Source: an optimization exercise on an open RTL-to-GDS flow (aim: small area, a short achievable clock period and few clock cycles per item). Production flows keep margins and buffers that such runs may drop. Where RTL was checked, it was by simulation tests only, not by an equivalence proof against the original. For run 1, only the layout was checked, not whether the RTL still works.

File: flow/flow/run.sh
#!/bin/bash
# The standard layout, with timing repair aiming well below the 12 ns clock:
# repair_timing keeps going until every path has this much setup slack (or
# gives up), which shortens the achieved period. Everything else, including
# synthesis, is the standard flow.
set -euo pipefail
bash standard.sh SETUP_SLACK_MARGIN=8 finish > standard_flow.log 2>&1
File: flow/standard.sh
#!/bin/bash
# synth_recipe.tcl (not shown) runs the flow's synth.tcl, then flattens the netlist and writes it again
# the make line also repeats each setting of config.mk as NAME=value (left out here)
make -C /OpenROAD-flow-scripts/flow DESIGN_CONFIG=/design/flow/config.mk WORK_HOME=/design/flow/orfs CLKGATE_MAP_FILE= SYNTH_SCRIPT=/design/flow/synth_recipe.tcl "${@:-finish}"
File: flow/config.mk
export PLATFORM = sky130hd
export DESIGN_NAME = fxu
export DESIGN_NICKNAME = fxu
export VERILOG_FILES = /design/flow/design.v
export SDC_FILE = /design/flow/constraint.sdc
export NUM_CORES = 4
export LEC_CHECK = 0
export ABC_CLOCK_PERIOD_IN_PS = 3000
export CAP_MARGIN = 40
export CORE_MARGIN = 2
export CORE_UTILIZATION = 30
export PLACE_DENSITY = 0.45
export SLEW_MARGIN = 40
export TNS_END_PERCENT = 0
File: flow/constraint.sdc
create_clock -name core_clock -period 12.0 [get_ports {clk}]
set_input_delay 2.4000 -clock core_clock [delete_from_list [all_inputs] [get_ports {clk}]]
set_output_delay 2.4000 -clock core_clock [all_outputs]
set_load 0.01 [all_outputs]
File: flow/design.v
module fxu (
    input  wire        clk,
    input  wire        rst,           
    input  wire        in_valid,
    output reg         in_ready,
    input  wire [31:0] op_in,
    input  wire [64:0] a_in,
    input  wire [64:0] b_in,
    output reg         out_valid,
    output reg  [7:0]  code_out,      
    output reg  [64:0] r_out,         
    output reg         rs_out,        
    output reg  [6:0]  rw_out         
);
    localparam [7:0] C_OK      = 8'h00;
    localparam [7:0] C_RANGE   = 8'h01;
    localparam [7:0] C_DIVZERO = 8'h02;
    localparam [7:0] C_NEG     = 8'h03;
    localparam [7:0] C_WIDTH   = 8'h04;
    localparam [7:0] C_ILLEGAL = 8'h30;
    localparam [3:0] F_MAKE = 4'd0,  F_TOS = 4'd1,  F_TOU = 4'd2,  F_WIDEN = 4'd3,
                     F_NARROW = 4'd4, F_SHL = 4'd5, F_SHR = 4'd6,  F_ADD = 4'd7,
                     F_SUB = 4'd8,  F_MUL = 4'd9,  F_DIV = 4'd10, F_SQRT = 4'd11;
    localparam [4:0] S_IDLE = 5'd0,  S_EX   = 5'd1,  S_DAL  = 5'd2,  S_DIV  = 5'd3,
                     S_SQ   = 5'd4,  S_DN6  = 5'd5,  S_MUL  = 5'd6,  S_DN1  = 5'd7,
                     S_DN2  = 5'd8,  S_DN3  = 5'd9,  S_DN4  = 5'd10, S_DN5  = 5'd11,
                     S_DSU  = 5'd12, S_DQ1  = 5'd13, S_NEGR = 5'd14, S_SN1  = 5'd15,
                     S_SN2  = 5'd16, S_SN3  = 5'd17, S_MSW  = 5'd18,
                     S_ERR  = 5'd19, S_DPR  = 5'd21;
    localparam [1:0] A_HOLD = 2'd0, A_IN = 2'd1, A_T = 2'd2, A_ZERO = 2'd3;
    localparam [2:0] B_HOLD = 3'd0, B_IN = 3'd1, B_SH = 3'd2, B_SRF = 3'd3, B_SHL2 = 3'd4;
    localparam [2:0] R_HOLD = 3'd0, R_SRF = 3'd1, R_SH = 3'd2, R_T = 3'd3, R_QS = 3'd4,
                     R_MS = 3'd5, R_ZERO = 3'd6;
    reg [4:0]  state;
    reg [31:0] op_r;
    reg [64:0] a_r;
    reg [64:0] b_r;
    reg [6:0]  cnt;
    reg        prev;        
    reg        negq;        
    reg        multi_r;     
    reg [6:0]  weff_r;      
    wire [3:0] unit = op_r[31:28];
    wire [3:0] func = op_r[27:24];
    wire       sa   = op_r[23];
    wire [6:0] wa   = op_r[22:16];
    wire       sb   = op_r[15];
    wire [6:0] wb   = op_r[14:8];
    wire [6:0] n    = op_r[6:0];
    wire accept = in_valid && in_ready && !rst;
    function [64:0] hmask(input [6:0] w);
        integer i;
        begin
            for (i = 0; i < 65; i = i + 1)
                hmask[i] = (i >= w);
        end
    endfunction
    function fitsf(input [64:0] v, input s, input [6:0] w);
        reg [64:0] m;
        begin
            m = hmask(w);
            fitsf = ((v & m) == 65'd0) ||
                    (s && ((v | ~m) == {65{1'b1}}) && ((v & ~m) != 65'd0));
        end
    endfunction
    function [6:0] lzc64(input [63:0] x);
        reg [31:0] v1; reg [31:0] z1;
        reg [15:0] v2; reg [31:0] z2;
        reg [7:0]  v3; reg [23:0] z3;
        reg [3:0]  v4; reg [15:0] z4;
        reg [1:0]  v5; reg [9:0]  z5;
        reg        v6; reg [5:0]  z6;
        integer i;
        begin
            for (i = 0; i < 32; i = i + 1) begin
                v1[i] = x[2*i+1] | x[2*i];
                z1[i] = ~x[2*i+1];
            end
            for (i = 0; i < 16; i = i + 1) begin
                v2[i] = v1[2*i+1] | v1[2*i];
                z2[2*i +: 2] = v1[2*i+1] ? {1'b0, z1[2*i+1]} : {1'b1, z1[2*i]};
            end
            for (i = 0; i < 8; i = i + 1) begin
                v3[i] = v2[2*i+1] | v2[2*i];
                z3[3*i +: 3] = v2[2*i+1] ? {1'b0, z2[2*(2*i+1) +: 2]} : {1'b1, z2[2*(2*i) +: 2]};
            end
            for (i = 0; i < 4; i = i + 1) begin
                v4[i] = v3[2*i+1] | v3[2*i];
                z4[4*i +: 4] = v3[2*i+1] ? {1'b0, z3[3*(2*i+1) +: 3]} : {1'b1, z3[3*(2*i) +: 3]};
            end
            for (i = 0; i < 2; i = i + 1) begin
                v5[i] = v4[2*i+1] | v4[2*i];
                z5[5*i +: 5] = v4[2*i+1] ? {1'b0, z4[4*(2*i+1) +: 4]} : {1'b1, z4[4*(2*i) +: 4]};
            end
            v6 = v5[1] | v5[0];
            z6 = v5[1] ? {1'b0, z5[9:5]} : {1'b1, z5[4:0]};
            lzc64 = v6 ? {1'b0, z6} : 7'd64;
        end
    endfunction
    wire two_op = (func == F_ADD) || (func == F_SUB) || (func == F_MUL) || (func == F_DIV);
    reg legal;
    always @(*) begin
        legal = (unit == 4'd0) && (func <= F_SQRT) && (wa >= 7'd1) && (wa <= 7'd64);
        if (two_op && (wb < 7'd1 || wb > 7'd64)) legal = 1'b0;
        case (func)
            F_MAKE:   if (op_r[15:0] != 16'd0) legal = 1'b0;
            F_TOS:    if (op_r[15:0] != 16'd0 || sa) legal = 1'b0;
            F_TOU:    if (op_r[15:0] != 16'd0 || !sa) legal = 1'b0;
            F_WIDEN, F_NARROW, F_SHL, F_SHR:
                      if (op_r[15:7] != 9'd0) legal = 1'b0;
            F_ADD, F_SUB, F_MUL:
                      if (op_r[7:0] != 8'd0) legal = 1'b0;
            F_DIV:    if (op_r[7]) legal = 1'b0;
            F_SQRT:   if (op_r[15:7] != 9'd0 || sa) legal = 1'b0;
            default:  legal = 1'b0;
        endcase
    end
    wire       n_in_wa = (n >= 7'd1) && (n <= wa);
    wire a_fits = fitsf(a_r, sa, weff_r);
    wire b_fits = fitsf(b_r, sb, wb);
    wire [6:0] wmax = (wa > wb) ? wa : wb;
    wire [7:0] wa_n  = {1'b0, wa} + {1'b0, n};
    wire [7:0] wa_wb = {1'b0, wa} + {1'b0, wb};
    wire       n_bad = (n == 7'd0) || (n > 7'd64);
    wire       b_zero = (b_r == 65'd0);
    wire [6:0] lza = lzc64(a_r[63:0]);
    wire [6:0] lzb = lzc64(b_r[63:0]);
    wire [5:0] sq_k0 = 6'd32 - {1'b0, lza[6:1]};
    wire [5:0] sq_k  = (lza == 7'd64) ? 6'd1 : sq_k0;
    reg  [5:0] sqk_q;       
    reg        sq_first;    
    wire [7:0] dv_d = {1'b0, lzb} - {1'b0, lza};           
    reg  [7:0] dvd_q;                                       
    wire       dv_zero = dvd_q[7];
    wire       dv_cap = !dvd_q[7] && (dvd_q[6:0] > n);
    wire [6:0] dv_m1 = dv_cap ? n : dvd_q[6:0];
    reg [7:0] code_ex;
    reg       rs_ex;
    reg [6:0] rw_ex;
    always @(*) begin
        code_ex = C_OK;
        rs_ex   = sa;
        rw_ex   = wa;
        case (func)
            F_TOS:    rs_ex = 1'b1;
            F_TOU:    rs_ex = 1'b0;
            F_WIDEN:  rw_ex = n;
            F_NARROW: rw_ex = n;
            F_SHL:    rw_ex = wa_n[6:0];
            F_SHR:    rw_ex = wa - n;
            F_ADD:    begin rs_ex = sa | sb; rw_ex = wmax + 7'd1; end
            F_SUB:    begin rs_ex = 1'b1; rw_ex = (sa | sb) ? wmax + 7'd1 : wmax; end
            F_MUL:    begin rs_ex = sa | sb; rw_ex = wa_wb[6:0]; end
            F_DIV:    begin rs_ex = sa | sb; rw_ex = n; end
            F_SQRT:   begin rs_ex = 1'b0; rw_ex = n; end
            default:  ;
        endcase
        if (!legal)
            code_ex = C_ILLEGAL;
        else if (!a_fits)
            code_ex = C_RANGE;
        else if (two_op && !b_fits)
            code_ex = C_RANGE;
        else begin
            case (func)
                F_TOU:    if (a_r[64]) code_ex = C_NEG;
                F_WIDEN:  if (n < wa || n > 7'd64) code_ex = C_WIDTH;
                F_NARROW: if (!n_in_wa) code_ex = C_WIDTH;
                F_SHL:    if (wa_n > 8'd64) code_ex = C_WIDTH;
                F_SHR:    if (n >= wa) code_ex = C_WIDTH;
                F_ADD:    if (wmax == 7'd64) code_ex = C_WIDTH;
                F_SUB:    if ((sa | sb) && wmax == 7'd64) code_ex = C_WIDTH;
                F_MUL:    if (wa_wb > 8'd64) code_ex = C_WIDTH;
                F_DIV:    if (n_bad) code_ex = C_WIDTH;
                          else if (b_zero) code_ex = C_DIVZERO;
                F_SQRT:   if (n_bad) code_ex = C_WIDTH;
                default:  ;
            endcase
        end
    end
    wire ok_ex = (code_ex == C_OK);
    reg wfail_s;
    always @(*) begin
        case (func)
            F_TOU:    wfail_s = a_r[64];
            F_WIDEN:  wfail_s = (n < wa || n > 7'd64);
            F_NARROW: wfail_s = !n_in_wa;
            F_SHL:    wfail_s = (wa_n > 8'd64);
            F_SHR:    wfail_s = (n >= wa);
            F_ADD:    wfail_s = (wmax == 7'd64);
            F_SUB:    wfail_s = (sa | sb) && wmax == 7'd64;
            default:  wfail_s = 1'b0;
        endcase
    end
    wire ok_s = legal && a_fits && !(two_op && !b_fits) && !wfail_s;
    wire [3:0] f_in = op_in[27:24];
    wire multi_in = (f_in == F_MUL) || (f_in == F_DIV) || (f_in == F_SQRT) ||
                    (f_in == F_SHR && a_in[64]);
    wire [6:0] n_i  = op_in[6:0];
    wire [6:0] wa_i = op_in[22:16];
    wire [6:0] weff_i = (f_in == F_NARROW && n_i >= 7'd1 && n_i <= wa_i) ? n_i : wa_i;
    reg [1:0] sh_src;      
    reg       sh_dir;      
    reg [5:0] sh_amt;
    reg       add_inv;
    reg       add_dbl;
    reg       add_nz;      
    reg [64:0] sh_in, sh_x, sh_y, sh_out;
    integer k;
    always @(*) begin
        case (sh_src)
            2'd0:    sh_in = a_r;
            2'd1:    sh_in = b_r;
            default: sh_in = r_out;
        endcase
        for (k = 0; k < 65; k = k + 1)
            sh_x[k] = sh_dir ? sh_in[64-k] : sh_in[k];
        sh_y = sh_x << sh_amt;
        for (k = 0; k < 65; k = k + 1)
            sh_out[k] = sh_dir ? sh_y[64-k] : sh_y[k];
    end
    wire [64:0] add_y = add_dbl ? {b_r[63:0], 1'b0} : b_r;
    wire [64:0] T     = a_r + (add_y ^ {65{add_inv}}) + {64'd0, add_inv};
    wire        take  = ~T[64];
    reg        sr_en, sr_den, sr_take, sr_odd;
    reg [5:0]  sr_j;
    reg [33:0] dec;
    reg [64:0] srf;
    always @(*) begin
        for (k = 0; k < 34; k = k + 1)
            dec[k] = sr_den && (k < 33) && (sr_j == k);
        for (k = 0; k < 33; k = k + 1)
            srf[2*k] = dec[k] ? sr_take : (dec[k+1] ? 1'b1 : ((k < 32) ? (b_r[2*k+1] & sr_en) : 1'b0));
        for (k = 0; k < 32; k = k + 1)
            srf[2*k+1] = dec[k+1] ? sr_odd : (b_r[2*k+2] & sr_en);
    end
    wire bz_all0 = (r_out[64:1] == 64'd0);
    wire bz_all1 = (r_out[64:1] == {64{1'b1}});
    wire mul_last = bz_all0 | bz_all1;
    wire mul_last_nx = (r_out[64:3] == 62'd0) | (r_out[64:3] == {62{1'b1}});
    wire a_last = (a_r[64:1] == 64'd0) | (a_r[64:1] == {64{1'b1}});
    function [2:0] booth(input b1, input b0, input bp);    
        booth = {~((b1 & b0 & bp) | (~b1 & ~b0 & ~bp)),
                 b1 & ~(b0 & bp),
                 (b1 & ~b0 & ~bp) | (~b1 & b0 & bp)};
    endfunction
    wire bd_nz = add_nz;
    reg [4:0] ns;        
    reg       to_err;    
    wire [4:0] ns_f = to_err ? S_ERR : ns;
    reg       rdy_n;
    reg       fin;
    reg [1:0] a_sel;
    reg [2:0] b_sel, r_sel;
    reg       wr_type;
    reg [7:0] code_n;
    reg       rs_n;
    reg [6:0] rw_n;
    reg       cnt_we;
    reg [6:0] cnt_n;
    reg       negq_we;
    always @(*) begin
        ns = state; to_err = 1'b0; rdy_n = 1'b0; fin = 1'b0;
        a_sel = A_HOLD; b_sel = B_HOLD; r_sel = R_HOLD;
        wr_type = 1'b0; code_n = C_OK; rs_n = 1'b0; rw_n = 7'd0;
        cnt_we = 1'b0; cnt_n = cnt; negq_we = 1'b0;
        sr_en = 1'b1; sr_den = 1'b0; sr_take = 1'b0; sr_odd = 1'b0; sr_j = cnt[5:0];
        case (state)
            S_IDLE: ;
            S_EX: begin
                wr_type = 1'b1;
                code_n  = code_ex;
                rs_n    = (ok_s || multi_r) ? rs_ex : 1'b0;
                rw_n    = (ok_s || multi_r) ? rw_ex : 7'd0;
                if (!multi_r) begin
                    fin = 1'b1; ns = S_IDLE;
                    if (!ok_s) r_sel = R_ZERO;
                    else if (func == F_ADD || func == F_SUB) r_sel = R_T;
                    else if (func == F_SHL || func == F_SHR) r_sel = R_SH;
                    else r_sel = R_SH;      
                end else begin
                    case (func)
                        F_MUL: begin
                            if (wb < wa) begin
                                r_sel = R_SH; ns = S_MSW;
                            end else begin
                                r_sel = R_SH; a_sel = A_ZERO; ns = S_MUL;
                                rdy_n = a_last;
                            end
                        end
                        F_SQRT: begin
                            b_sel = B_SRF; sr_en = 1'b0; sr_den = 1'b1;
                            sr_j = sq_k; cnt_we = 1'b1; cnt_n = {1'b0, sq_k} - 7'd1;
                            ns = S_SQ; rdy_n = (sq_k == 6'd1);
                        end
                        F_DIV: begin
                            negq_we = 1'b1;
                            if (a_r[64] || b_r[64]) ns = S_DN1;
                            else ns = S_DPR;
                        end
                        default: ns = S_SN1;    
                    endcase
                    if (!ok_ex) to_err = 1'b1;
                end
            end
            S_ERR: begin
                r_sel = R_ZERO; fin = 1'b1; ns = S_IDLE;
                wr_type = 1'b1; code_n = code_out;
                if (code_out == C_OK) begin rs_n = rs_out; rw_n = rw_out; end
            end
            S_DSU: ns = S_DPR;       
            S_DPR: begin
                cnt_we = 1'b1; cnt_n = dv_m1; ns = S_DAL; to_err = dv_zero;
            end
            S_DAL: begin
                b_sel = B_SH; r_sel = R_ZERO; ns = S_DIV;
                rdy_n = (cnt == 7'd0) && !negq;
            end
            S_DIV: begin
                a_sel = A_T;            
                b_sel = B_SRF; r_sel = R_QS;
                cnt_we = 1'b1; cnt_n = cnt - 7'd1;
                rdy_n = (cnt == 7'd1) && !negq;
                if (cnt == 7'd0) begin
                    if (negq) ns = S_DQ1;
                    else begin fin = 1'b1; ns = S_IDLE; end
                end
                if (take && cnt >= n) begin
                    wr_type = 1'b1; code_n = C_RANGE;
                    to_err = 1'b1;
                end
            end
            S_DQ1: begin
                b_sel = B_SH; a_sel = A_ZERO; ns = S_NEGR; rdy_n = 1'b1;
            end
            S_NEGR: begin
                r_sel = R_T; fin = 1'b1; ns = S_IDLE;
            end
            S_SQ: begin
                if (sq_first && ({1'b0, sqk_q} > n)) begin
                    wr_type = 1'b1; code_n = C_RANGE; to_err = 1'b1;
                end
                a_sel = A_T;            
                b_sel = B_SRF; sr_den = 1'b1; sr_take = take; sr_odd = ~take;
                cnt_we = 1'b1; cnt_n = cnt - 7'd1;
                rdy_n = (cnt == 7'd1);
                if (cnt == 7'd0) begin
                    r_sel = R_SRF; fin = 1'b1; ns = S_IDLE;
                end
            end
            S_MSW: begin
                b_sel = B_SH; a_sel = A_ZERO; ns = S_MUL;
                rdy_n = mul_last;
            end
            S_MUL: begin
                if (bd_nz) a_sel = A_T;
                b_sel = B_SHL2;
                if (mul_last) begin
                    r_sel = bd_nz ? R_T : R_SH; fin = 1'b1; ns = S_IDLE;
                end else begin
                    r_sel = R_MS; rdy_n = mul_last_nx;
                end
            end
            S_DN1: begin r_sel = R_SH; a_sel = A_ZERO; ns = S_DN2; end
            S_DN2: begin a_sel = A_T; ns = S_DN3; end
            S_DN3: begin b_sel = B_SRF; sr_en = 1'b0; ns = S_DN4; end
            S_DN4: begin r_sel = R_T; b_sel = B_SH; a_sel = A_ZERO; ns = S_DN5; end
            S_DN5: begin a_sel = A_T; ns = S_DN6; end
            S_DN6: begin b_sel = B_SH; ns = S_DSU; end
            S_SN1: begin b_sel = B_SH; a_sel = A_ZERO; ns = S_SN2; end
            S_SN2: begin a_sel = A_T; ns = S_SN3; end
            S_SN3: begin
                b_sel = B_SH; a_sel = A_ZERO; ns = S_NEGR; rdy_n = 1'b1;
            end
            default: ns = S_IDLE;
        endcase
        if (ns == S_IDLE) rdy_n = 1'b1;
        if (accept) begin
            ns = S_EX; rdy_n = !multi_in;
            a_sel = A_IN; b_sel = B_IN;
        end
    end
    reg [1:0] src_n;
    reg       dir_n, inv_n, dbl_n, nz_n;
    reg [5:0] amt_n;
    reg [2:0] bd_n;
    always @(*) begin
        src_n = 2'd0; dir_n = 1'b0; amt_n = 6'd0; inv_n = 1'b0; dbl_n = 1'b0; nz_n = 1'b0;
        if (state == S_MUL)      bd_n = booth(r_out[3], r_out[2], r_out[1]);
        else if (state == S_MSW) bd_n = booth(r_out[1], r_out[0], 1'b0);
        else                     bd_n = booth(a_r[1], a_r[0], 1'b0);
        case (ns)
            S_EX: begin
                inv_n = (f_in == F_SUB);
                dir_n = (f_in == F_SHR);
                amt_n = (f_in == F_SHL || f_in == F_SHR) ? op_in[5:0] : 6'd0;
                src_n = (f_in == F_MUL && op_in[14:8] < op_in[22:16]) ? 2'd1 : 2'd0;
            end
            S_DIV, S_SQ: inv_n = (state == S_DIV || state == S_SQ) ? take : 1'b1;
            S_NEGR, S_SN2: inv_n = 1'b1;
            S_DN2:  inv_n = b_r[64];
            S_DN5:  inv_n = r_out[64];
            S_MUL:  begin nz_n = bd_n[2]; inv_n = bd_n[1]; dbl_n = bd_n[0]; end
            S_DAL:  begin src_n = 2'd1; amt_n = cnt_n[5:0]; end
            S_DQ1, S_DN4, S_DN6: src_n = 2'd2;
            S_SN3:  begin dir_n = 1'b1; amt_n = n[5:0]; end
            default: ;
        endcase
    end
    always @(posedge clk) begin
        if (rst) begin
            state     <= S_IDLE;
            out_valid <= 1'b0;
            in_ready  <= 1'b1;
        end else begin
            state     <= ns_f;
            out_valid <= fin;
            in_ready  <= rdy_n;
        end
        if (accept) begin
            op_r    <= op_in;
            multi_r <= multi_in;
            weff_r  <= weff_i;
        end
        case (a_sel)
            A_IN:    a_r <= a_in;
            A_T:     a_r <= T;
            A_ZERO:  a_r <= 65'd0;
            default: ;
        endcase
        case (b_sel)
            B_IN:    b_r <= b_in;
            B_SH:    b_r <= sh_out;
            B_SRF:   b_r <= srf;
            B_SHL2:  b_r <= {b_r[62:0], 2'b00};
            default: ;
        endcase
        case (r_sel)
            R_SRF:   r_out <= srf;
            R_SH:    r_out <= sh_out;
            R_T:     r_out <= T;
            R_QS:    r_out <= {r_out[63:0], take};
            R_MS:    r_out <= {{2{r_out[64]}}, r_out[64:2]};
            R_ZERO:  r_out <= 65'd0;
            default: ;
        endcase
        if (wr_type) begin
            code_out <= code_n;
            rs_out   <= rs_n;
            rw_out   <= rw_n;
        end
        if (cnt_we)  cnt  <= cnt_n;
        dvd_q <= dv_d;
        sqk_q <= sq_k0;
        sq_first <= (state == S_EX);
        sh_src  <= src_n;
        sh_dir  <= dir_n;
        sh_amt  <= amt_n;
        add_inv <= inv_n;
        add_dbl <= dbl_n;
        add_nz  <= nz_n;
        if (negq_we) negq <= a_r[64] ^ b_r[64];
        if (state == S_EX) prev <= 1'b0;
        else if (state == S_MUL) prev <= r_out[1];
    end
endmodule
==> run summary, run 1 <==
Worst Path Max Fanout 53; # rows roughly 130; Detailed Route Iter0 Violations between 8,000 and 9,000; Buffers on Ports 244; RSZ-0062 raised after global routing yes; slowest CP cell edfxtp_1; vias in the first global route roughly 45,000; actual slew at the worst max-slew pin about 1000 ps; gr busiest metal met2; Die X-Extent ~370 um; worst endpoint data arrival time 5350 ps; Pre-antenna DRT Iters 9; # fillers about 14,000; final hold vios 0; Slew Viols, Final 0; cells along the critical path nor4_1 -> nand4_1 -> nor4_2 -> nor3_4 -> o31a_4 -> buf_6 -> a31oi_2 -> nand2_1 -> nor2_1 -> nand4_1 -> nor3b_4; Core Util, Final 0.374; crit share post-route 0.405; routed length per instance ~42 um; CTS Hold Bufs 0; DRC viols 0; via/cell ratio roughly 7.1; Max clock buf depth 3; CP Capture Type flip-flop; Hold WC Path Type flip-flop to flip-flop; Final Cell Area around 50,000 um2; area occupied by multi-input gates a little over 30,000 um2; vias after detailed routing about 50,000; GPL Wtd Cong around 1.1; # IOs about 250; Clock Skews 48.3 ps; Worst setup SP type flip-flop; clk sinks between 200 and 300; HPWL Detailed ~220,000 um; setup_tns 0 ps; crit-path max cell delay 730 ps; Worst slew margin 0.333; fin nets 5,483; most frequent CP cell nand4_1; Die Y approximately 370 um; Max-Cap Viols 0; Post-synth EDFFs about 260; gr usage total 0.411; first-pass GRT wire length around 390,000 um; pin count of the biggest net entering global routing 80; Syn-to-layout area delta 23.9%; Root Buffer clkbuf_16; status no timing/DRC/antenna violations; YS warnings 1; Routed WL approximately 290,000 um; CTS tree built; met1 Usage GRT 0.507; grt met3 use 0.201; commonest non-fill, non-tap cell in the layout nand2_1; register cell area after layout 8360 um2; Worst-path clk slew about 60 ps; Syn Area/Cell ~8 um2; Async S/R FF share, synth 0; layout cells sized above 1 0.200; synth unique cells ~120; H-tree Lvls 2; Setup Viol. Count Final 0; clock latency (worst-skew pair) 660 ps; Num CTS Buffers 42; Top FF cell, synth edfxtp_1; area of the die roughly 140,000 um2; Gate Count Post-Synth 4,924; synthesis-stage register bit count a little under 300; Starting Density 0.302; min cycle time layout about 4900 ps; total gr overflow 0; Synth Cell Area between 40,000 and 50,000 um2; grt met2 use 0.554; total core area approximately 130,000 um2; Final ANT Viol Nets 0; commonest non-fill, non-tap cells in the layout nand2_1 (394), nor2_1 (343), buf_4 (331), a21oi_1 (315), o21ai_0 (293); fmax 206 MHz; initial antenna violation count 37; sequential fraction of the synthesis area 0.207; critical path data required time 12,500 ps; Placed Area ~45,000 um2; critical path type flip-flop to flip-flop
-- worst max-delay path, delay by kind of cell, from the launching register on --
family	cells	cell delay [ps]
compound gates	2	870
simple gates	8	2760
flops	1	730
buf+inv	1	320
-- path summary, 6_finish.rpt --
kind,startpoint,slack (ps),end,cells after the start
hold reg to reg,dvd_q[6]$_DFF_P_,770,cnt[6]$_DFFE_PP_,2
hold / removal,dvd_q[6]$_DFF_P_,770,cnt[6]$_DFFE_PP_,2
setup reg to reg,r_out[19]$_DFFE_PP_,7150,add_dbl$_SDFF_PP0_,11
setup / recovery,r_out[19]$_DFFE_PP_,7150,add_dbl$_SDFF_PP0_,11
-- area by class of cell --
type | instances | area share
Multi-Input combinational cell | 4014 | 0.618
Sequential cell | 289 | 0.168
Timing Repair Buffer | 667 | 0.130
Tap cell | 1768 | 0.0444
Clock buffer | 50 | 0.0217
Inverter | 155 | 0.0120
Clock inverter | 28 | 0.00525
Antenna cell | 15 | 0.000754
Timing Repair inverter | 1 | 0.000100
-- timing repair --
action	CTS	global route
gates resized for setup	275	75
gates cloned	10	2
endpoints found under the hold margin	0	0
setup buffers	151	28
endpoints found under the setup margin	515	512
pin swaps	47	20
-- synthesized netlist by cell type, types with 36 or more instances --
cell        n  area [um2]
a211oi_1   61         458
a21o_1     87         653
a21oi_1   328        1640
a221oi_1   42         368
a222oi_1   36         360
a22o_1     38         333
a22oi_1   108         811
a31oi_1    44         275
and3_1     38         238
buf_1      53         199
buf_2      74         370
clkbuf_1  323        1210
edfxtp_1  255        7660
ha_1      143        1790
inv_1     149         559
mux2_2    121        1360
mux2i_1   259        2590
mux4_2    121        2730
nand2_1   401        1510
nand2b_1   59         369
nand3_1    92         460
nand4_1    85         532
nor2_1    359        1350
nor3_1    114         571
nor4_1     72         450
o211ai_1   96         721
o21a_1     46         345
o21ai_0   323        1620
o221ai_1   53         464
o22ai_1    86         538
o31ai_1    90         676
xnor2_1   109         955
xor2_1     42         368
-- logic make-up after synthesis --
| kind of cell | synth area share |
|---|---|
| buffers and inverters | 0.0633 |
| adder cells (fa/ha/maj) | 0.0480 |
| XOR/XNOR | 0.0336 |
| flip-flops | 0.207 |
| other | 0.0000933 |
| AO/OA/AOI/OAI | 0.300 |
| AND/OR/NAND/NOR | 0.177 |
| multiplexers | 0.171 |
-- state kept, by name (all words and copies together) (netlist names), 5 cells and up --
register and flops:
b_r 65, a_r 65, cnt 7, dvd_q 8, op_r 32, state 5, rw_out 7, weff_r 7
sqk_q 6, r_out 65, sh_amt 6
-- layer usage --
metal,vias to the layer above,part of all wire
met5,-,0.00093
met4,22,0.086
met3,1124,0.16
met2,4296,0.39
met1,24300,0.37
li1,19800,-
-- per-stage QoR --
stage	std cells	hold slack (ps)	setup slack, ps
3_3_place_gp	6696	694	5620
6_report	6987	769	7150
4_1_cts	6942	737	7360
2_1_floorplan	4926	542	6430
5_1_grt	6975	792	7160
3_5_place_dp	6703	707	5560
==> inputs of run 2 (changes only) <==
--- a/flow/design.v
+++ b/flow/design.v
@@ -128,6 +128,4 @@
     wire [5:0] sq_k0 = 6'd32 - {1'b0, lza[6:1]};
     wire [5:0] sq_k  = (lza == 7'd64) ? 6'd1 : sq_k0;
-    reg  [5:0] sqk_q;       
-    reg        sq_first;    
     wire [7:0] dv_d = {1'b0, lzb} - {1'b0, lza};           
     reg  [7:0] dvd_q;                                       
@@ -175,4 +173,5 @@
                           else if (b_zero) code_ex = C_DIVZERO;
                 F_SQRT:   if (n_bad) code_ex = C_WIDTH;
+                          else if ({1'b0, sq_k0} > n) code_ex = C_RANGE;
                 default:  ;
             endcase
@@ -223,5 +222,5 @@
     wire [64:0] T     = a_r + (add_y ^ {65{add_inv}}) + {64'd0, add_inv};
     wire        take  = ~T[64];
-    reg        sr_en, sr_den, sr_take, sr_odd;
+    reg        sr_en, sr_den, sr_take;
     reg [5:0]  sr_j;
     reg [33:0] dec;
@@ -233,5 +232,5 @@
             srf[2*k] = dec[k] ? sr_take : (dec[k+1] ? 1'b1 : ((k < 32) ? (b_r[2*k+1] & sr_en) : 1'b0));
         for (k = 0; k < 32; k = k + 1)
-            srf[2*k+1] = dec[k+1] ? sr_odd : (b_r[2*k+2] & sr_en);
+            srf[2*k+1] = dec[k+1] ? 1'b0 : (b_r[2*k+2] & sr_en);
     end
     wire bz_all0 = (r_out[64:1] == 64'd0);
@@ -265,5 +264,5 @@
         wr_type = 1'b0; code_n = C_OK; rs_n = 1'b0; rw_n = 7'd0;
         cnt_we = 1'b0; cnt_n = cnt; negq_we = 1'b0;
-        sr_en = 1'b1; sr_den = 1'b0; sr_take = 1'b0; sr_odd = 1'b0; sr_j = cnt[5:0];
+        sr_en = 1'b1; sr_den = 1'b0; sr_take = 1'b0; sr_j = cnt[5:0];
         case (state)
             S_IDLE: ;
@@ -318,5 +317,5 @@
             end
             S_DIV: begin
-                a_sel = A_T;            
+                if (take) a_sel = A_T;
                 b_sel = B_SRF; r_sel = R_QS;
                 cnt_we = 1'b1; cnt_n = cnt - 7'd1;
@@ -338,9 +337,6 @@
             end
             S_SQ: begin
-                if (sq_first && ({1'b0, sqk_q} > n)) begin
-                    wr_type = 1'b1; code_n = C_RANGE; to_err = 1'b1;
-                end
-                a_sel = A_T;            
-                b_sel = B_SRF; sr_den = 1'b1; sr_take = take; sr_odd = ~take;
+                if (take) a_sel = A_T;
+                b_sel = B_SRF; sr_den = 1'b1; sr_take = take;
                 cnt_we = 1'b1; cnt_n = cnt - 7'd1;
                 rdy_n = (cnt == 7'd1);
@@ -397,6 +393,5 @@
                 src_n = (f_in == F_MUL && op_in[14:8] < op_in[22:16]) ? 2'd1 : 2'd0;
             end
-            S_DIV, S_SQ: inv_n = (state == S_DIV || state == S_SQ) ? take : 1'b1;
-            S_NEGR, S_SN2: inv_n = 1'b1;
+            S_DIV, S_SQ, S_NEGR, S_SN2: inv_n = 1'b1;
             S_DN2:  inv_n = b_r[64];
             S_DN5:  inv_n = r_out[64];
@@ -452,6 +447,4 @@
         if (cnt_we)  cnt  <= cnt_n;
         dvd_q <= dv_d;
-        sqk_q <= sq_k0;
-        sq_first <= (state == S_EX);
         sh_src  <= src_n;
         sh_dir  <= dir_n;
--- a/flow/config.mk
+++ b/flow/config.mk
@@ -12,3 +12,2 @@
 export PLACE_DENSITY = 0.45
 export SLEW_MARGIN = 40
-export TNS_END_PERCENT = 0
==> run 2 against run 1 <==
  * Via count rose by 2.5%
  * Still clean on timing, DRC and antenna
  * Wire length is 2.6% higher
==> run summary, run 2 <==
vias in the first global route 45,400 (-0.22%); Worst Min Path Start op_r[3]$_DFFE_PP_; fin cells 7,368 (+5.5%); commonest non-fill, non-tap cells in the layout buf_4 (518), nor2_1 (406), nand2_1 (345), a21oi_1 (275), edfxtp_1 (255); CTS tree built; most frequent cell after synthesis nand2_1; simple-gate portion of the synthesized area 0.188 (+0.0113); Syn Area/Cell 7.96 um2 (-2.6%); top cells by area, synth edfxtp_1 (20%), mux4_2 (7.2%), mux2i_1 (5.5%), o21ai_0 (4.8%), ha_1 (4.6%); crit share post-route 0.392 (-0.0122); setup_tns 0 ps (unchanged); Setup Viol. Count Final 0 (unchanged); gr usage total 0.431 (+0.0197); adder-cell area share of the yosys netlist 0.0494 (+0.00139); GPL Wtd Cong 1.05 (-4.2%); critical path type flip-flop to flip-flop; final hold vios 0 (unchanged); Die X-Extent 365 um (-1.4%); worst endpoint data arrival time 5230 ps (-120 ps); Worst-path clk slew 70 ps (about the same); Compound-Gate Fraction of Synth Area 0.301 (about the same); # rows 132 (-1.5%); Async S/R FF share, synth 0 (unchanged); Clock Skews 48.9 ps (+0.574 ps); RSZ-0062 raised after global routing yes; HPWL Detailed 207,000 um (-4.1%); clk sinks 282 (-2.4%); pre-CTS WS 6020 ps (+467 ps); pin count of the biggest net entering global routing 73 (-8.8%); commonest non-fill, non-tap cell in the layout buf_4; Worst setup SP type flip-flop; total gr overflow 0 (unchanged); CP startpoint add_dbl$_SDFF_PN0_; total core area 129,000 um2 (-3.0%); area of the die 133,000 um2 (-2.8%); YS warnings 1 (unchanged); Max clock buf depth 3 (unchanged); Worst Path Max Fanout 7 (-87%); Detailed Route Iter0 Violations 8,795 (+2.7%); Final ANT Viol Nets 0 (unchanged); Starting Density 0.302 (+0.000536); fin nets 5,894 (+7.5%); sequential fraction of the synthesis area 0.210 (+0.00240); Root Buffer clkbuf_16; Synth Cell Area 39,100 um2 (-2.8%); Top FF cell, synth edfxtp_1; Yosys top cell area share 0.196 (+0.00550); Routed WL 302,000 um (+2.6%); H-tree Lvls 2 (unchanged); Reg-to-Reg Start add_dbl$_SDFF_PN0_; Buffers on Ports 244 (unchanged); Core Util, Final 0.451 (+0.0772); layout cells sized above 1 0.355 (+0.155); via/cell ratio 6.89 (-2.8%); final worst slack 7290 ps (+146 ps); initial antenna violation count 12 (-68%); status no timing/DRC/antenna violations; top cells by count, synth nand2_1 (471), nor2_1 (457), o21ai_0 (372), a21oi_1 (332), clkbuf_1 (308); Slew Viols, Final 0 (unchanged); Hold WC Path Type flip-flop to flip-flop; fmax 212 MHz (+3.1%); Pre-antenna DRT Iters 12 (+3); Die Y 365 um (-1.4%); Syn-to-layout area delta 49.2%; Worst slew margin 0.293 (-0.0402); Num CTS Buffers 40 (-4.8%); CP Capture Type flip-flop; synthesis-stage register bit count 282 (-2.4%); actual slew at the worst max-slew pin 1060 ps (+60.1 ps); DRC viols 0 (unchanged); synth unique cells 109 (-8.4%); largest registers a_r x65, b_r x65, r_out x65; fraction of synthesized area in multiplexers 0.153 (-0.0177); vias after detailed routing 50,800 (+2.5%); Placed Cells 6,653 (-0.75%); Gate Count Post-Synth 4,912 (-0.24%); area leader, netlist edfxtp_1; first-pass GRT wire length 398,000 um (+1.4%); CTS Hold Bufs 0 (unchanged); clock latency (worst-skew pair) 670 ps (about the same); area share of xor/xnor cells in the synthesized design 0.0352 (+0.00164); # IOs 248 (unchanged); Max-Cap Viols 0 (unchanged); min cycle time layout 4710 ps (-146 ps); Post-synth EDFFs 255 (unchanged); routed length per instance 41.0 um (-2.7%); hold slack 652 ps (-118 ps); critical path data required time 12,520 ps (+20 ps); largest family of logic cells by synthesized area compound AO/OA/AOI/OAI gates
## run 2: changes by cell type in the layout (fill, tap and decap cells not counted), moves of 46 or more
| cell | change |
|---|---|
| buf_4 | +187 |
| buf_6 | +92 |
| clkdlybuf4s50_1 | -81 |
| dlygate4sd2_1 | +70 |
| nand2_4 | +70 |
| mux2i_1 | -69 |
| nor2_1 | +63 |
| buf_12 | +57 |
| mux2_2 | -53 |
| buf_16 | +50 |
| nand2_1 | -49 |
| o31ai_1 | -49 |
| nor3_1 | -46 |
## run 2: timing repair
action | CTS | global route
setup endpoints to repair | 461 | 308
gates resized for setup | 1114 | 504
gates cloned | 67 | 5
pin swaps | 265 | 223
setup buffers | 413 | 143
## run 2: kinds of logic (layout without fill, tap and decap cells)
group                      Yosys count  count (layout)
AOI/OAI and AO/OA                 1740            1740
and+or+nand+nor                   1553            1562
buffers and inverters              599            1288
muxes                              430             430
DFF                                282             282
xor gates and xnor gates           155             155
adders and majority gates          152             152
other                                1              17
## run 2: stage by stage
step / cell area (um2)
CTS: 54700
detailed placement: 43800
global placement: 43500
global route: 58300
floorplan: 39500
finish: 58300
## run 2: area by class of cell
| class | count | area, um2 |
|---|---|---|
| diodes | 14 | 35.0 |
| inverters | 150 | 643 |
| fillers | 12600 | 71000 |
| well taps | 1742 | 2180 |
| clock inverters | 28 | 255 |
| flip-flops and latches | 282 | 8220 |
| repair buffers | 1065 | 11600 |
| multi-input cells | 4042 | 34300 |
| clock buffers | 45 | 1020 |
## run 2: worst paths after layout
check,to,cells past startpoint
max,b_r[52]$_DFFE_PP_,25
min reg2reg,sh_amt[3]$_DFF_P_,2
min,sh_amt[3]$_DFF_P_,2
max reg2reg,b_r[52]$_DFFE_PP_,25
## run 2: worst max-delay path, cell delays in order, from the launching register on
cell and delay (ps):
dfxtp_4 450, buf_6 160, buf_12 110, buf_16 100, mux2i_1 210, xnor2_1 100, ha_1 350, nand4_1 140
buf_6 160, nor3b_4 270, o211ai_1 120, buf_4 160, buf_12 120, a21boi_4 200, a31o_4 220, o2bb2ai_4 150
xnor2_4 100, buf_12 160, buf_6 110, buf_6 110, nor2_4 140, buf_12 180, buf_12 120, nor2_4 40
a31oi_4 340, a221o_1 210
## run 2: per-layer routing
layer | vias to the layer above | part of all wire | wire (um) | track usage
met5 | - | 0.00072 | 218 | 0.000726
met4 | 8 | 0.076 | 22900 | 0.238
met3 | 991 | 0.15 | 45400 | 0.179
met2 | 4333 | 0.38 | 116000 | 0.585
met1 | 25000 | 0.39 | 117000 | 0.570
li1 | 20400 | - | - | -
Testbench counts of run 2, summed over its fixed seeds: cycles 32,418, items 4,800.
==> inputs of run 3 (changes only) <==
--- a/flow/design.v
+++ b/flow/design.v
@@ -22,5 +22,5 @@
                      F_NARROW = 4'd4, F_SHL = 4'd5, F_SHR = 4'd6,  F_ADD = 4'd7,
                      F_SUB = 4'd8,  F_MUL = 4'd9,  F_DIV = 4'd10, F_SQRT = 4'd11;
-    localparam [4:0] S_IDLE = 5'd0,  S_EX   = 5'd1,  S_DAL  = 5'd2,  S_DIV  = 5'd3,
+    localparam [4:0] S_IDLE = 5'd0,  S_EX   = 5'd1,  S_DAL_unused = 5'd2,  S_DIV  = 5'd3,
                      S_SQ   = 5'd4,  S_DN6  = 5'd5,  S_MUL  = 5'd6,  S_DN1  = 5'd7,
                      S_DN2  = 5'd8,  S_DN3  = 5'd9,  S_DN4  = 5'd10, S_DN5  = 5'd11,
@@ -128,4 +128,6 @@
     wire [5:0] sq_k0 = 6'd32 - {1'b0, lza[6:1]};
     wire [5:0] sq_k  = (lza == 7'd64) ? 6'd1 : sq_k0;
+    reg  [5:0] sqk_q;       
+    reg        sq_first;    
     wire [7:0] dv_d = {1'b0, lzb} - {1'b0, lza};           
     reg  [7:0] dvd_q;                                       
@@ -173,5 +175,4 @@
                           else if (b_zero) code_ex = C_DIVZERO;
                 F_SQRT:   if (n_bad) code_ex = C_WIDTH;
-                          else if ({1'b0, sq_k0} > n) code_ex = C_RANGE;
                 default:  ;
             endcase
@@ -215,5 +216,5 @@
         for (k = 0; k < 65; k = k + 1)
             sh_x[k] = sh_dir ? sh_in[64-k] : sh_in[k];
-        sh_y = sh_x << sh_amt;
+        sh_y = sh_x << ((state == S_DPR) ? dv_m1[5:0] : sh_amt);
         for (k = 0; k < 65; k = k + 1)
             sh_out[k] = sh_dir ? sh_y[64-k] : sh_y[k];
@@ -222,5 +223,5 @@
     wire [64:0] T     = a_r + (add_y ^ {65{add_inv}}) + {64'd0, add_inv};
     wire        take  = ~T[64];
-    reg        sr_en, sr_den, sr_take;
+    reg        sr_en, sr_den, sr_take, sr_odd;
     reg [5:0]  sr_j;
     reg [33:0] dec;
@@ -232,5 +233,5 @@
             srf[2*k] = dec[k] ? sr_take : (dec[k+1] ? 1'b1 : ((k < 32) ? (b_r[2*k+1] & sr_en) : 1'b0));
         for (k = 0; k < 32; k = k + 1)
-            srf[2*k+1] = dec[k+1] ? 1'b0 : (b_r[2*k+2] & sr_en);
+            srf[2*k+1] = dec[k+1] ? sr_odd : (b_r[2*k+2] & sr_en);
     end
     wire bz_all0 = (r_out[64:1] == 64'd0);
@@ -264,5 +265,5 @@
         wr_type = 1'b0; code_n = C_OK; rs_n = 1'b0; rw_n = 7'd0;
         cnt_we = 1'b0; cnt_n = cnt; negq_we = 1'b0;
-        sr_en = 1'b1; sr_den = 1'b0; sr_take = 1'b0; sr_j = cnt[5:0];
+        sr_en = 1'b1; sr_den = 1'b0; sr_take = 1'b0; sr_odd = 1'b0; sr_j = cnt[5:0];
         case (state)
             S_IDLE: ;
@@ -310,12 +311,10 @@
             S_DSU: ns = S_DPR;       
             S_DPR: begin
-                cnt_we = 1'b1; cnt_n = dv_m1; ns = S_DAL; to_err = dv_zero;
-            end
-            S_DAL: begin
+                cnt_we = 1'b1; cnt_n = dv_m1; to_err = dv_zero;
                 b_sel = B_SH; r_sel = R_ZERO; ns = S_DIV;
-                rdy_n = (cnt == 7'd0) && !negq;
+                rdy_n = (dv_m1 == 7'd0) && !negq;
             end
             S_DIV: begin
-                if (take) a_sel = A_T;
+                a_sel = A_T;            
                 b_sel = B_SRF; r_sel = R_QS;
                 cnt_we = 1'b1; cnt_n = cnt - 7'd1;
@@ -337,6 +336,9 @@
             end
             S_SQ: begin
-                if (take) a_sel = A_T;
-                b_sel = B_SRF; sr_den = 1'b1; sr_take = take;
+                if (sq_first && ({1'b0, sqk_q} > n)) begin
+                    wr_type = 1'b1; code_n = C_RANGE; to_err = 1'b1;
+                end
+                a_sel = A_T;            
+                b_sel = B_SRF; sr_den = 1'b1; sr_take = take; sr_odd = ~take;
                 cnt_we = 1'b1; cnt_n = cnt - 7'd1;
                 rdy_n = (cnt == 7'd1);
@@ -386,20 +388,31 @@
         else if (state == S_MSW) bd_n = booth(r_out[1], r_out[0], 1'b0);
         else                     bd_n = booth(a_r[1], a_r[0], 1'b0);
-        case (ns)
-            S_EX: begin
-                inv_n = (f_in == F_SUB);
-                dir_n = (f_in == F_SHR);
-                amt_n = (f_in == F_SHL || f_in == F_SHR) ? op_in[5:0] : 6'd0;
-                src_n = (f_in == F_MUL && op_in[14:8] < op_in[22:16]) ? 2'd1 : 2'd0;
-            end
-            S_DIV, S_SQ, S_NEGR, S_SN2: inv_n = 1'b1;
-            S_DN2:  inv_n = b_r[64];
-            S_DN5:  inv_n = r_out[64];
-            S_MUL:  begin nz_n = bd_n[2]; inv_n = bd_n[1]; dbl_n = bd_n[0]; end
-            S_DAL:  begin src_n = 2'd1; amt_n = cnt_n[5:0]; end
-            S_DQ1, S_DN4, S_DN6: src_n = 2'd2;
-            S_SN3:  begin dir_n = 1'b1; amt_n = n[5:0]; end
-            default: ;
-        endcase
+        if (accept) begin
+            inv_n = (f_in == F_SUB);
+            dir_n = (f_in == F_SHR);
+            amt_n = (f_in == F_SHL || f_in == F_SHR) ? op_in[5:0] : 6'd0;
+            src_n = (f_in == F_MUL && op_in[14:8] < op_in[22:16]) ? 2'd1 : 2'd0;
+        end else begin
+            case (state)
+                S_EX: begin
+                    if (func == F_MUL && !(wb < wa)) begin
+                        nz_n = bd_n[2]; inv_n = bd_n[1]; dbl_n = bd_n[0];
+                    end
+                    if (func == F_SQRT) inv_n = 1'b1;
+                    if (func == F_DIV && !a_r[64] && !b_r[64]) src_n = 2'd1;
+                end
+                S_MSW, S_MUL: begin nz_n = bd_n[2]; inv_n = bd_n[1]; dbl_n = bd_n[0]; end
+                S_DSU:  src_n = 2'd1;
+                S_DPR:  inv_n = 1'b1;
+                S_DIV:  begin inv_n = take; if (cnt == 7'd0) src_n = 2'd2; end
+                S_SQ:   inv_n = take;
+                S_DQ1, S_SN1, S_SN3: inv_n = 1'b1;
+                S_DN1:  inv_n = b_r[64];
+                S_DN4:  inv_n = r_out[64];
+                S_DN3, S_DN5: src_n = 2'd2;
+                S_SN2:  begin dir_n = 1'b1; amt_n = n[5:0]; end
+                default: ;
+            endcase
+        end
     end
     always @(posedge clk) begin
@@ -447,4 +460,6 @@
         if (cnt_we)  cnt  <= cnt_n;
         dvd_q <= dv_d;
+        sqk_q <= sq_k0;
+        sq_first <= (state == S_EX);
         sh_src  <= src_n;
         sh_dir  <= dir_n;
--- a/flow/config.mk
+++ b/flow/config.mk
@@ -12,2 +12,3 @@
 export PLACE_DENSITY = 0.45
 export SLEW_MARGIN = 40
+export TNS_END_PERCENT = 0
==> run 3 against run 2 <==
  * Still clean on timing, DRC and antenna
  * Non-clock buffer count fell by 371
  * Count of clock-buffer cells in the layout rose by 9
  * Synthesized area barely moved
  * First-iteration DRC count rose by 9.6%
  * Die area barely moved
==> run summary, run 3 <==
Worst Min Path Start b_r[61]$_DFFE_PP_; Post-synth EDFFs 255 (unchanged); Critical R2R Capture r_out[38]$_DFFE_PP_; Async S/R FF share, synth 0 (unchanged); H-tree Lvls 2 (unchanged); gr usage total 0.442 (+0.0111); Gate Count Post-Synth 4,992 (+1.6%); setup_tns 0 ps (unchanged); Root Buffer clkbuf_16; Routed WL 309,000 um (+2.2%); Final ANT Viol Nets 0 (unchanged); crit share post-route 0.418 (+0.0259); clock latency (worst-skew pair) 710 ps (+40 ps); synthesis-stage register bit count 289 (+2.5%); YS warnings 1 (unchanged); Die X-Extent 365 um (about the same); Core Util, Final 0.389 (-0.0624); pin count of the biggest net entering global routing 66 (-9.6%); CP Capture Type flip-flop; Pre-antenna DRT Iters 10 (-2); total gr overflow 0 (unchanged); Worst-path clk slew 60 ps (about the same); routed length per instance 43.6 um (+6.5%); Slew Viols, Final 0 (unchanged); HPWL Detailed 218,000 um (+5.6%); total core area 129,000 um2 (+0.13%); layout cells sized above 1 0.198 (-0.156); min cycle time layout 5020 ps (+311 ps); Worst setup SP type flip-flop; CTS tree built; Max-Cap Viols 0 (unchanged); DRC viols 0 (unchanged); CP startpoint a_r[44]$_DFFE_PP_; Syn-to-layout area delta 28.7%; vias after detailed routing 50,400 (-0.64%); Hold WC Path Type flip-flop to flip-flop; largest registers a_r x65, b_r x65, r_out x65; top cells by area, synth edfxtp_1 (20%), mux2i_1 (6.2%), a21oi_1 (4.6%), ha_1 (4.6%), o21ai_0 (4.4%); Starting Density 0.302 (-0.000308); critical path data required time 12,540 ps (+20 ps); critical path type flip-flop to flip-flop; Setup Viol. Count Final 0 (unchanged); fmax 199 MHz (-6.2%); # IOs 248 (unchanged); Reg-to-Reg Start a_r[44]$_DFFE_PP_; commonest non-fill, non-tap cells in the layout nand2_1 (418), nor2_1 (378), a21oi_1 (334), buf_4 (333), o21ai_0 (290); Yosys top cell area share 0.196 (about the same); area of the die 133,000 um2 (about the same); Worst slew margin 0.295 (+0.00213); actual slew at the worst max-slew pin 1060 ps (+0.389 ps); GPL Wtd Cong 1.06 (+1.3%); vias in the first global route 46,000 (+1.4%); # rows 132 (unchanged); fin nets 5,589 (-5.2%); sequential fraction of the synthesis area 0.213 (+0.00353); clk sinks 289 (+2.5%); worst endpoint data arrival time 5560 ps (+330 ps); RSZ-0062 raised after global routing yes; CTS Hold Bufs 0 (unchanged); most frequent cell after synthesis nand2_1; Die Y 365 um (about the same); commonest non-fill, non-tap cell in the layout nand2_1; WHS Path Cells 2 (unchanged); first-pass GRT wire length 406,000 um (+2.1%); Num CTS Buffers 43 (+7.5%); Syn Area/Cell 7.83 um2 (-1.6%); synth unique cells 107 (-1.8%); Top FF cell, synth edfxtp_1; Detailed Route Iter0 Violations 9,638 (+9.6%); final hold vios 0 (unchanged); status no timing/DRC/antenna violations; via/cell ratio 7.13 (+3.5%); top cells by count, synth nand2_1 (431), nor2_1 (399), a21oi_1 (362), o21ai_0 (343), clkbuf_1 (341); Synth Cell Area 39,100 um2 (about the same); Worst Path Max Fanout 7 (unchanged); area leader, netlist edfxtp_1; Register-to-Register Path Depth 10 (-60%); Hold EP b_r[63]$_DFFE_PP_; Clock Skews 80.7 ps (+31.8 ps); Buffers on Ports 244 (unchanged); Max clock buf depth 3 (unchanged); initial antenna violation count 30 (+18)
[run 3: cell types whose count changed in the layout (fill, tap and decap cells not counted), moves of 52 or more]
cell | before | now
buf_4 | 518 | 333
buf_6 | 132 | 34
clkdlybuf4s50_1 | 161 | 241
nand2_1 | 345 | 418
dlygate4sd2_1 | 72 | 1
nand2_4 | 71 | 1
a22o_1 | 18 | 79
a21oi_1 | 275 | 334
mux4_2 | 125 | 68
nand3_1 | 79 | 136
nor3_1 | 61 | 113
[run 3: layer usage]
layer  GRT usage  vias up  wire length (um)
met1       0.551    24700            116000
met4       0.288       18             26300
met3       0.212     1144             49300
met5     0.00399        -               360
met2       0.599     4556            117000
li1            -    20000                 -
[run 3: logic make-up after synthesis]
group,synth area share
AND/OR/NAND/NOR,0.193
AO/OA/AOI/OAI,0.323
XOR/XNOR,0.0365
flip-flops,0.213
multiplexers,0.122
other,0.0000959
adder cells (fa/ha/maj),0.0491
buffers and inverters,0.0624
[run 3: final cells by class]
type                            count  area (um2)
Clock buffer                       54        1150
Sequential cell                   289        8360
Multi-Input combinational cell   4094       30400
Inverter                          153         642
Timing Repair Buffer              694        7270
Clock inverter                     26         288
Antenna cell                       22        55.1
Timing Repair inverter              1        11.3
Tap cell                         1742        2180
Fill cell                       13500       79200
[run 3: repair_timing]
item / 4_1_cts / 5_1_grt
pin swaps: 59 / 49
endpoints found under the setup margin: 440 / 461
gates resized for setup: 382 / 114
cloned: 22 / 12
buffers inserted: 161 / 41
[run 3: how the worst max path moves through the flow]
stage / end / cells after the start / slack, ps
4_1_cts: r_out[37]$_DFFE_PP_ / 16 / 7290
2_1_floorplan: weff_r[0]$_DFFE_PP_ / 13 / 7550
5_1_grt: rw_out[3]$_SDFFCE_PN0P_ / 18 / 7130
6_report: r_out[38]$_DFFE_PP_ / 10 / 6980
3_3_place_gp: r_out[26]$_DFFE_PP_ / 16 / 5480
3_5_place_dp: r_out[51]$_DFFE_PP_ / 16 / 5540
[run 3: per-stage QoR]
stage	instances	hold slack, ps	setup WS (ps)	area, um2
CTS	6999	637	7290	49100
global route	7054	664	7130	50300
detailed placement	6736	599	5540	44100
finish	7075	637	6980	50300
global placement	6726	588	5480	43800
floorplan	4994	502	7550	39300
[run 3: worst max-delay path, stage by stage (launching register included)]
cell      delay (ps)
edfxtp_1         800
inv_1            350
o21ai_1          690
mux4_2           600
mux2i_1          150
mux2i_1          460
a22oi_1          290
and3_1           260
a211oi_2         650
mux2i_1          350
o22ai_1          240
Testbench counts of run 3, summed over its fixed seeds: cycles 31,959, items 4,800.
==> inputs of run 4 (changes only) <==
--- a/flow/config.mk
+++ b/flow/config.mk
@@ -12,3 +12,3 @@
 export PLACE_DENSITY = 0.45
 export SLEW_MARGIN = 40
-export TNS_END_PERCENT = 0
+export TNS_END_PERCENT = 3
==> run 4 against run 3 <==
  * Count of clock-buffer cells in the layout shrank 1
  * Via count is 2.6% higher
  * Synthesized cell count is the same
  * Utilization is 1.5 points higher
  * Worst setup slack improved by 63 ps
  * Flip-flop and latch count unchanged
==> run summary, run 4 <==
min cycle time layout 4960 ps (-63.0 ps); final hold vios 0 (unchanged); Synth Cell Area 39,100 um2 (unchanged); # IOs 248 (unchanged); commonest non-fill, non-tap cell in the layout nand2_1; RSZ-0062 raised after global routing yes; Final ANT Viol Nets 0 (unchanged); CP Capture Type flip-flop; total core area 129,000 um2 (unchanged); CTS Hold Bufs 0 (unchanged); status no timing/DRC/antenna violations; DRC viols 0 (unchanged); Worst-path clk slew 60 ps (about the same); Worst Path Buf+Inv 7 (+6); slowest CP cell a222oi_1; setup_tns 0 ps (unchanged); Die Y 365 um (unchanged); Worst slew margin 0.307 (+0.0124); area share of xor/xnor cells in the synthesized design 0.0365 (unchanged); Num CTS Buffers 43 (unchanged); YS warnings 1 (unchanged); Syn-to-layout area delta 33.6%; Post-synth EDFFs 255 (unchanged); adder-cell area share of the yosys netlist 0.0491 (unchanged); area of the die 133,000 um2 (unchanged); Core Util, Final 0.403 (+0.0146); first-pass GRT wire length 414,000 um (+2.0%); cells along the critical path buf_12 -> or3b_4 -> o32ai_4 -> o22ai_1 -> a2111oi_2 -> buf_4 -> nor4bb_4 -> o22ai_4 -> buf_12 -> buf_6 -> nand4b_1 -> o21ai_4 -> buf_4 -> buf_12 -> bufbuf_16 -> a222oi_1 -> a31oi_1; sequential fraction of the synthesis area 0.213 (unchanged); GPL Wtd Cong 1.06 (-0.32%); largest family of logic cells by synthesized area compound AO/OA/AOI/OAI gates; Root Buffer clkbuf_16; Worst Path Max Fanout 11 (+4); Hold WC Path Type flip-flop to flip-flop; H-tree Lvls 2 (unchanged); synthesis-stage register bit count 289 (unchanged); Clock Skews 28.4 ps (-52.3 ps); Compound-Gate Fraction of Synth Area 0.323 (unchanged); fin nets 5,696 (+1.9%); Detailed Route Iter0 Violations 9,301 (-3.5%); # fillers 13,400 (-0.33%); HPWL Detailed 214,000 um (-2.2%); synth unique cells 107 (unchanged); vias after detailed routing 51,800 (+2.6%); Max clock buf depth 3 (unchanged); clock latency (worst-skew pair) 670 ps (-40 ps); Setup Viol. Count Final 0 (unchanged); critical path data required time 12,390 ps (-150 ps); Buffers on Ports 244 (unchanged); clk sinks 289 (unchanged); crit-path leading delay family compound AO/OA/AOI/OAI gates; vias in the first global route 46,900 (+2.0%); Yosys top cell area share 0.196 (unchanged); most frequent CP cell buf_12; layout cells sized above 1 0.225 (+0.0271); commonest non-fill, non-tap cells in the layout nand2_1 (410), buf_4 (399), nor2_1 (378), a21oi_1 (320), o21ai_0 (280); # rows 132 (unchanged); most frequent cell after synthesis nand2_1; Top FF cell, synth edfxtp_1; CTS tree built; Die X-Extent 365 um (unchanged); crit share post-route 0.413 (-0.00525); total gr overflow 0 (unchanged); actual slew at the worst max-slew pin 1040 ps (-22.2 ps); top cells by count, synth nand2_1 (431), nor2_1 (399), a21oi_1 (362), o21ai_0 (343), clkbuf_1 (341); Async S/R FF share, synth 0 (unchanged); via/cell ratio 7.21 (+1.1%); top cells by area, synth edfxtp_1 (20%), mux2i_1 (6.2%), a21oi_1 (4.6%), ha_1 (4.6%), o21ai_0 (4.4%); Slew Viols, Final 0 (unchanged); fmax 202 MHz (+1.3%); Worst setup SP type flip-flop; initial antenna violation count 40 (+33%); Routed WL 312,000 um (+1.1%); Starting Density 0.302 (unchanged); crit-path max cell delay 530 ps (-270 ps); Max-Cap Viols 0 (unchanged); gr usage total 0.451 (+0.00824); pin count of the biggest net entering global routing 69 (+4.5%); critical path type flip-flop to flip-flop; Gate Count Post-Synth 4,992 (unchanged); Pre-antenna DRT Iters 11 (+1); largest registers a_r x65, b_r x65, r_out x65; routed length per instance 43.5 um (-0.43%); simple-gate portion of the synthesized area 0.193 (unchanged); worst endpoint data arrival time 5340 ps (-220 ps); area leader, netlist edfxtp_1; fraction of synthesized area in multiplexers 0.122 (unchanged); Syn Area/Cell 7.83 um2 (unchanged)
## run 4: worst register-to-register path, stage by stage, from the launching register on
cell and delay, ps:
edfxtp_1 480, buf_12 200, or3b_4 470, o32ai_4 470
o22ai_1 200, a2111oi_2 320, buf_4 200, nor4bb_4 360
o22ai_4 120, buf_12 170, buf_6 120, nand4b_1 170
o21ai_4 90, buf_4 150, buf_12 140, bufbuf_16 330
a222oi_1 530, a31oi_1 160
## run 4: per-stage QoR
step	hold WS [ps]	setup slack, ps	cell area [um2]	cells
final	661	7040	52200	7185
after CTS	668	7300	51000	7095
after global routing	676	7040	52200	7166
after floorplan	513	7550	39600	4994
after global placement	626	5570	43800	6703
after detailed placement	634	5630	44100	6712
## run 4: timing repair
item                       CTS  global route
buffers inserted           263            58
setup endpoints to repair  441           502
gates resized for setup    498           130
cloned                      41             4
pin swaps                  108            68
## run 4: cell type report
type                            instances  area (um2)  area share
Clock buffer                           53        1130      0.0217
Sequential cell                       289        8360       0.160
Multi-Input combinational cell       4097       31100       0.597
Clock inverter                         26         181     0.00348
Antenna cell                           26        65.1     0.00125
Timing Repair inverter                  1        16.3    0.000312
Inverter                              153         642      0.0123
Tap cell                             1742        2180      0.0418
Timing Repair Buffer                  798        8490       0.163
## run 4: layer usage
| layer | up-vias | wire length, um | GRT usage |
|---|---|---|---|
| met2 | 4905 | 119000 | 0.609 |
| li1 | 20300 | - | - |
| met5 | - | 756 | 0.0182 |
| met4 | 50 | 29300 | 0.324 |
| met1 | 25200 | 112000 | 0.534 |
| met3 | 1391 | 51400 | 0.243 |
## run 4: kinds of logic after synthesis
logic type | count (synthesis)
compound gates | 1821
simple gates | 1570
buf+inv | 614
mux | 383
flops | 289
xor+xnor | 163
fa+ha+maj | 151
other cells | 1
## run 4: final timing paths
kind	start	to	slack (ps)	cells past startpoint
max	weff_r[4]$_DFFE_PP_	r_out[10]$_DFFE_PP_	7040	17
min	in_ready$_SDFF_PP1_	state[2]$_SDFF_PP0_	660	3
max reg2reg	weff_r[4]$_DFFE_PP_	r_out[10]$_DFFE_PP_	7040	17
min reg2reg	in_ready$_SDFF_PP1_	state[2]$_SDFF_PP0_	660	3
==> inputs of run 5 (changes only) <==
--- a/flow/flow/run.sh
+++ b/flow/flow/run.sh
@@ -5,3 +5,3 @@
 # synthesis, is the standard flow.
 set -euo pipefail
-bash standard.sh SETUP_SLACK_MARGIN=8 finish > standard_flow.log 2>&1
+bash standard.sh SETUP_SLACK_MARGIN=7 finish > standard_flow.log 2>&1
--- a/flow/config.mk
+++ b/flow/config.mk
@@ -12,3 +12,3 @@
 export PLACE_DENSITY = 0.45
 export SLEW_MARGIN = 40
-export TNS_END_PERCENT = 3
+export TNS_END_PERCENT = 0
==> run 5 against run 4 <==
  * Still clean
  * Final area fell by 8.0%
  * Flip-flop and latch count did not move
  * Fmax fell by 6.8%
  * First-iteration DRC count fell by 7.9%
  * Sequential share of layout area rose by 1.4 points
  * Synthesized cell count did not move
  * Global-route usage fell by 4.0 points
  * Register-to-register slack got worse by 360 ps
  * Critical endpoint is now b_r[41]$_DFFE_PP_
  * Largest cell class unchanged
==> run summary, run 5 <==
# IOs 248 (unchanged); Detailed Route Iter0 Violations 8,563 (-7.9%); Setup Viol. Count Final 0 (unchanged); Worst Path Max Fanout 66 (+55); most frequent cell after synthesis nand2_1; Clock Skews 46.5 ps (+18.1 ps); routed length per instance 41.4 um (-4.7%); top cells by count, synth nand2_1 (431), nor2_1 (399), a21oi_1 (362), o21ai_0 (343), clkbuf_1 (341); critical path data required time 12,380 ps (about the same); Async S/R FF share, synth 0 (unchanged); status no timing/DRC/antenna violations; commonest non-fill, non-tap cell in the layout nand2_1; total gr overflow 0 (unchanged); largest registers a_r x65, b_r x65, r_out x65; Num CTS Buffers 43 (unchanged); Die Y 365 um (unchanged); clk sinks 289 (unchanged); hold slack 603 ps (-57.4 ps); pin count of the biggest net entering global routing 69 (unchanged); min cycle time layout 5320 ps (+364 ps); GPL Wtd Cong 1.08 (+1.5%); area leader, netlist edfxtp_1; Buffers on Ports 244 (unchanged); most frequent CP cell nor2_1; Syn Area/Cell 7.83 um2 (unchanged); Top FF cell, synth edfxtp_1; Syn-to-layout area delta 22.9%; crit-path max cell delay 810 ps (+280 ps); Root Buffer clkbuf_16; Worst setup SP type flip-flop; H-tree Lvls 2 (unchanged); initial antenna violation count 26 (-35%); total core area 129,000 um2 (unchanged)
-- run 5: per-layer routing --
layer  global-route usage  up-vias  share of wire
met5              0.00980        -        0.00096
li1                     -    19800              -
met1                0.513    23900           0.37
met4                0.278       24          0.089
met2                0.557     4441           0.38
met3                0.186     1120           0.16
-- run 5: worst paths after layout --
kind | endpoint | start | cells after the start | slack (ps)
setup reg to reg | b_r[41]$_DFFE_PP_ | sh_src[1]$_SDFF_PP0_ | 13 | 6680
setup / recovery | b_r[41]$_DFFE_PP_ | sh_src[1]$_SDFF_PP0_ | 13 | 6680
hold reg to reg | b_r[62]$_DFFE_PP_ | b_r[60]$_DFFE_PP_ | 2 | 600
hold / removal | b_r[62]$_DFFE_PP_ | b_r[60]$_DFFE_PP_ | 2 | 600
-- run 5: per-stage QoR --
stage / cells / setup WS [ps]
CTS: 6846 / 6850
finish: 6947 / 6680
detailed placement: 6711 / 5340
floorplan: 4994 / 6550
global route: 6932 / 6810
global placement: 6708 / 4930
-- run 5: cell type report --
class	count	area [um2]
Clock buffer	56	1220
Inverter	153	591
Fill cell	13600	81400
Clock inverter	21	185
Timing Repair Buffer	576	5590
Tap cell	1742	2180
Sequential cell	289	8350
Antenna cell	15	37.5
Multi-Input combinational cell	4095	29900
-- run 5: worst register-to-register path, cell delays in order, from the launching register on --
cell and delay [ps]:
dfxtp_1 810, inv_2 190, buf_6 340, o21ai_0 400, o32a_1 610, o2111ai_1 280, o21ai_0 180, nor2_1 90
o31a_1 430, a211o_1 480, and2_0 220, a221o_1 580, nor2_1 360, nor2_1 90
-- run 5: timing repair --
item | 4_1_cts | 5_1_grt
pin swaps | 21 | 30
hold endpoints to repair | 0 | 0
setup endpoints to repair | 227 | 160
buffers inserted | 51 | 76
gates cloned | 7 | 7
resized for setup | 192 | 153
-- run 5: cells by family (layout without fill, tap and decap cells) --
| kind of cell | count (synthesis) | after routing | synth area share |
|---|---|---|---|
| xor gates and xnor gates | 163 | 163 | 0.0365 |
| AOI/OAI and AO/OA | 1821 | 1824 | 0.323 |
| and+or+nand+nor | 1570 | 1571 | 0.193 |
| buffers and inverters | 614 | 806 | 0.0624 |
| muxes | 383 | 383 | 0.122 |
| DFF | 289 | 289 | 0.213 |
| adders and majority gates | 151 | 151 | 0.0491 |
| other | 1 | 18 | 0.0000959 |

what the ideal ports hide:
The results above use ideal ports. As a check the final layouts listed here were re-extracted and re-timed, cells and wires unchanged.
Step 1: set_driving_cell puts a clkbuf_16 on clk and a buf_2 on each other input, an assumption about the parent block.
Step 2 times the ports against the registers' clock, not the clock port: input delays grow and output delays shrink by t, the midpoint of the rising clock arrivals with the driver on.
Three values: no drivers, after step 1, after step 2; two values: the first two.
run	t, ns	setup slack, ns	pins driven straight from the clock port
run 1	0.720	7.146 / 7.146 / 6.563	1
run 2	0.711	7.292 / 7.292 / 7.102	1
run 3	0.748	6.981 / 6.981 / 6.612	1
run 4	0.744	7.044 / 7.044 / 6.503	1
run 5	0.746	6.680 / 6.680 / 6.180	1
After both steps every run listed still meets setup and hold. The setup slack of run 1, which loses most, moves by 0.000 ns with the drivers and by -0.583 ns with both steps.
